What follows belongs to an exercise in optimizing a design on an open flow for small area, a short achievable clock period and few clock cycles per item; a production flow would make more cautious choices. In this exercise RTL edits were held to simulation tests only and were not proved equivalent to the original.

// cffu_chk
module cffu_chk (
    input  wire        clk,
    input  wire        rst,           
    input  wire        cmd_valid,
    output wire        cmd_ready,
    input  wire        cmd_crc32,     
    input  wire [19:0] cmd_len,       
    input  wire [31:0] cmd_expect,    
    input  wire        in_valid,
    output wire        in_ready,
    input  wire [31:0] in_data,
    output reg         done,
    output wire [31:0] result,
    output reg         match
);
    localparam [31:0] CRC_POLY = 32'hEDB88320;
    reg         cr_q;         
    reg         rdy_q;        
    reg         st_ini;       
    reg         st_run;       
    reg         st_afin;      
    reg         st_inv;       
    reg         st_fin;       
    reg  [3:0]  kcnt;
    reg         qstep, a_ex, b_ex;
    reg  [4:0]  icnt;
    reg         empty;        
    reg         alg_crc;
    reg  [1:0]  zpad;         
    reg  [31:0] expect_q;
    reg  [17:0] wcnt;         
    reg  [31:0] in_q;
    reg         in_v, in_l;
    reg  [9:0]  sw_s;
    reg  [11:0] sw_w;
    reg         sw_v, sw_l;
    reg  [16:0] xq;           
    reg         ga_q, gb_q;   
    reg  [15:0] lo, hi;       
    reg         a16;          
    reg  [1:0]  bh;           
    assign cmd_ready = cr_q;
    assign in_ready  = rdy_q;
    assign result    = {hi, lo};
    wire accept = cmd_valid & cr_q;
  ...
Settings: LEC_CHECK=0, CAP_MARGIN=20, CORE_MARGIN=2, CORE_UTILIZATION=52, SETUP_SLACK_MARGIN=5, SLEW_MARGIN=20; clock period 8.0 ns.
standard.sh (not shown) runs the stock make flow with config.mk's settings and CLKGATE_MAP_FILE= SYNTH_SCRIPT=/design/flow/synth_recipe.tcl, a recipe that flattens the netlist after the stock synthesis.
==> flow/flow/run.sh <==
#!/bin/bash
# Standard synthesis, then the combinational logic between the standard
# synthesis's registers is re-mapped by ABC for delay (registers, their names
# and cell types are kept as they are), then the standard layout with
# port buffers of our choosing.
set -euo pipefail
W=$(pwd)
R=$W/orfs/results/$FLOW_PLATFORM/cffu_chk/base
LIB=$FLOW_HOME/platforms/$FLOW_PLATFORM/lib/sky130_fd_sc_hd__tt_025C_1v80.lib

bash standard.sh synth > $W/flow_synth.log 2>&1

cp $R/1_2_yosys.v $W/standard_synth.v
DUARGS=""
for c in $(cat $W/flow/dontuse.txt); do DUARGS="$DUARGS -dont_use $c"; done
sed -e "s#@LIB@#$LIB#g" -e "s#@IN@#$W/standard_synth.v#" -e "s#@OUT@#$W/remapped.v#" \
    -e "s#@SCRIPT@#$W/flow/remap.abc#" -e "s#@DU@#$DUARGS#" $W/flow/remap.ys > $W/remap_run.ys
yosys -l $W/flow_remap.log -q $W/remap_run.ys > /dev/null 2>&1
cp $W/remapped.v $R/1_2_yosys.v
rm -f $R/1_synth.odb $R/1_synth.sdc

# repair settings, if any
if [[ -f $W/flow/env.sh ]]; then source $W/flow/env.sh; fi
# port buffers: see flow/ports.tcl
export DONT_BUFFER_PORTS=1
export PRE_GLOBAL_PLACE_TCL=$W/flow/ports.tcl
bash standard.sh > $W/flow_layout.log 2>&1
Other scripts of this flow, unchanged in this note and not shown: flow/flow/dontuse.txt, flow/flow/env.sh, flow/flow/ports.tcl, flow/flow/remap.abc, flow/flow/remap.ys
Testbench counts at the start, summed over its fixed seeds: cycles 47,128, bytes 184,073.
Change:
--- a/flow/design.v
+++ b/flow/design.v
@@ -26,27 +26,26 @@
     reg  [4:0]  icnt;
     reg         empty;        
     reg         alg_crc;
     reg  [1:0]  zpad;         
     reg  [31:0] expect_q;
     reg  [17:0] wcnt;         
-    reg  [31:0] in_q;
-    reg         in_v, in_l;
+    reg         in_v;         
+    reg         last1;        
     reg  [9:0]  sw_s;
     reg  [11:0] sw_w;
     reg         sw_v, sw_l;
     reg  [16:0] xq;           
     reg         ga_q, gb_q;   
     reg  [15:0] lo, hi;       
     reg         a16;          
     reg  [1:0]  bh;           
     assign cmd_ready = cr_q;
     assign in_ready  = rdy_q;
     assign result    = {hi, lo};
     wire accept = cmd_valid & cr_q;
-    wire crc_last = st_run & alg_crc & in_v & in_l;
     wire adl_last = st_run & !alg_crc & sw_v & sw_l;
     wire take   = in_valid & rdy_q;
     function [17:0] ks_add(input [17:0] a, input [17:0] b);
         integer i, d;
         reg [17:0] g, p, gg, pp;
         begin
@@ -84,13 +83,15 @@
         endcase
     endfunction
     wire [17:0] len_w  = cmd_len[19:2];
     wire        len_p  = |cmd_len[1:0];
     wire        wc1    = (wcnt == 18'd1);
     wire        wc2    = (wcnt == 18'd2);
-    wire        last1  = in_v ? wc2 : wc1;
+    wire        wc3    = (wcnt == 18'd3);
+    wire        last1_n = take ? (in_v ? wc3 : wc2) : (in_v ? wc2 : wc1);
+    wire        crc_last = st_run & alg_crc & take & last1;
     reg  [17:0] nwords, wdec;
     integer     k;
     always @(*) begin
         for (k = 0; k < 18; k = k + 1) begin
             nwords[k] = len_w[k] ^ (len_p & (&(len_w | ~((18'd1 << k) - 18'd1))));
             wdec[k]   = wcnt[k] ^ ~(|(wcnt & ((18'd1 << k) - 18'd1)));
@@ -103,13 +104,13 @@
             2'd2:    tmask = 32'h0000FFFF;
             2'd3:    tmask = 32'h000000FF;
             default: tmask = 32'hFFFFFFFF;
         endcase
     end
     wire [31:0] in_m = in_data & (last1 ? tmask : 32'hFFFFFFFF);
-    wire [7:0]  d0 = in_q[7:0], d1 = in_q[15:8], d2 = in_q[23:16], d3 = in_q[31:24];
+    wire [7:0]  d0 = in_m[7:0], d1 = in_m[15:8], d2 = in_m[23:16], d3 = in_m[31:24];
     wire [17:0] e0 = {10'd0, d0}, e1 = {10'd0, d1}, e2 = {10'd0, d2}, e3 = {10'd0, d3};
     wire [17:0] s_a = csa_s(e0, e1, e2), s_b = csa_c(e0, e1, e2);
     wire [17:0] s_sum18 = add3(s_a, s_b, e3);
     wire [9:0]  s_sum = s_sum18[9:0];
     wire [17:0] w_a = csa_s(e0 << 2, e1 << 1, e1), w_b = csa_c(e0 << 2, e1 << 1, e1);
     wire [17:0] w_c = csa_s(w_a, w_b, e2 << 1), w_d = csa_c(w_a, w_b, e2 << 1);
@@ -141,13 +142,13 @@
         begin
             t = r[31] ? (r ^ CRC_POLY) : r;
             crc32_unbit = {t[30:0], r[31]};
         end
     endfunction
     wire [31:0] crc_c  = {hi, lo};
-    wire [31:0] crc_x  = ~crc_c ^ in_q;
+    wire [31:0] crc_x  = ~crc_c ^ in_m;
     wire [31:0] crc_t;
     wire crc_s32 = crc_x[0] ^ crc_x[22];
     wire crc_s33 = crc_x[2] ^ crc_x[7];
     wire crc_s34 = crc_x[1] ^ crc_x[23];
     wire crc_s35 = crc_x[3] ^ crc_x[6];
     wire crc_s36 = crc_x[4] ^ crc_s32;
@@ -259,25 +260,28 @@
             empty    <= (cmd_len == 20'd0);
         end
         if (cr_q)
             wcnt <= nwords;
         else if (in_v)
             wcnt <= wdec;
-        in_q <= in_m;
-        sw_s <= in_v ? s_sum : 10'd0;
-        sw_w <= in_v ? w_sum : 12'd0;
+        if (cr_q)
+            last1 <= (len_w == 18'd1 && !len_p) || (len_w == 18'd0 && len_p);
+        else
+            last1 <= last1_n;
+        sw_s <= take ? s_sum : 10'd0;
+        sw_w <= take ? w_sum : 12'd0;
         xq   <= x_nx;
         ga_q <= ga_set & ge_a & !a16;
         gb_q <= gb_set & ge_b & !bh[0];
         if (st_ini) begin
             lo  <= alg_crc ? 16'd0 : 16'd1;
             hi  <= 16'd0;
             a16 <= 1'b0;
             bh  <= 2'd0;
         end else if (alg_crc) begin
-            if (st_run & in_v)
+            if (st_run & take)
                 {hi, lo} <= crc_nx;
             else if (st_inv)
                 {hi, lo} <= crc_iv;
         end else if (st_run | st_afin) begin
             {a16, lo} <= a_nx;
             {bh, hi}  <= b_nx;
@@ -300,32 +304,30 @@
             b_ex    <= 1'b0;
             st_inv  <= 1'b0;
             st_fin  <= 1'b0;
             done    <= 1'b0;
             match   <= 1'b0;
             in_v    <= 1'b0;
-            in_l    <= 1'b0;
             sw_v    <= 1'b0;
             sw_l    <= 1'b0;
         end else begin
             in_v <= take;
-            in_l <= take & last1;
-            sw_v <= in_v;
-            sw_l <= in_l;
+            sw_v <= take;
+            sw_l <= take & last1;
             done  <= st_fin;
             match <= ({hi, lo} == expect_q);
             st_ini  <= accept;
             st_run  <= (st_ini & !empty) | (st_run & !crc_last & !adl_last);
             st_afin <= afin_n;
             qstep   <= qstep_n;
             a_ex    <= a_ex_n;
             b_ex    <= b_ex_n;
             st_inv  <= (crc_last & (zpad != 2'd0)) | (st_inv & !inv_last);
             st_fin  <= to_fin;
             cr_q    <= to_fin | (cr_q & !accept);
-            if (accept)
-                rdy_q <= (cmd_len != 20'd0);
+            if (st_ini)
+                rdy_q <= !empty;
             else if (take & last1)
                 rdy_q <= 1'b0;
         end
     end
 endmodule
Effect: First-iteration DRC count came out higher by 1.2%. Cell area climbs by 12%. Synthesized area is lower by 3.3%. Wire length came out higher by 5.9%. Worst setup slack gets worse by 0.26 ns. Critical path depth shrinks by 3. Synthesized cell count went down by 1.5%. Maximum frequency goes down by 7.1%. Count of clock-buffer cells in the layout rises by 4. Flip-flop and latch count decreases by 33. Via count is higher by 1.0%.
Testbench counts after the change, summed over its fixed seeds: cycles 47,128, bytes 184,073.

what the ideal ports hide:
Ports are ideal in the flow. The routed layouts listed here were re-timed in OpenROAD.
Step 1 (the two cells are an assumption about what drives the block):
set clk [get_ports {clk}]
set_driving_cell -lib_cell sky130_fd_sc_hd__clkbuf_16 $clk
set_driving_cell -lib_cell sky130_fd_sc_hd__buf_2 [delete_from_list [all_inputs] $clk]
Step 2 times the ports against the registers' clock, not the clock port: input delays grow and output delays shrink by t, the midpoint of the rising clock arrivals with the driver on.
Slacks: no drivers / after step 1 / after step 2; pairs: no drivers / after step 1.
run	shift t [ns]	setup slack, ns	worst hold slack (ns)	worst setup path at the end	pins driven straight from the clock port
the first run	0.507	4.609 / 4.586 / 4.079	0.404 / 0.404 / 0.404	input to register	1
the second run	0.485	4.349 / 4.255 / 3.770	0.410 / 0.410 / 0.410	input to register	1
After both steps setup and hold are still met in every run listed. For the second run, which loses most, drivers alone change the setup slack by -0.094 ns; drivers and shift together by -0.579 ns.
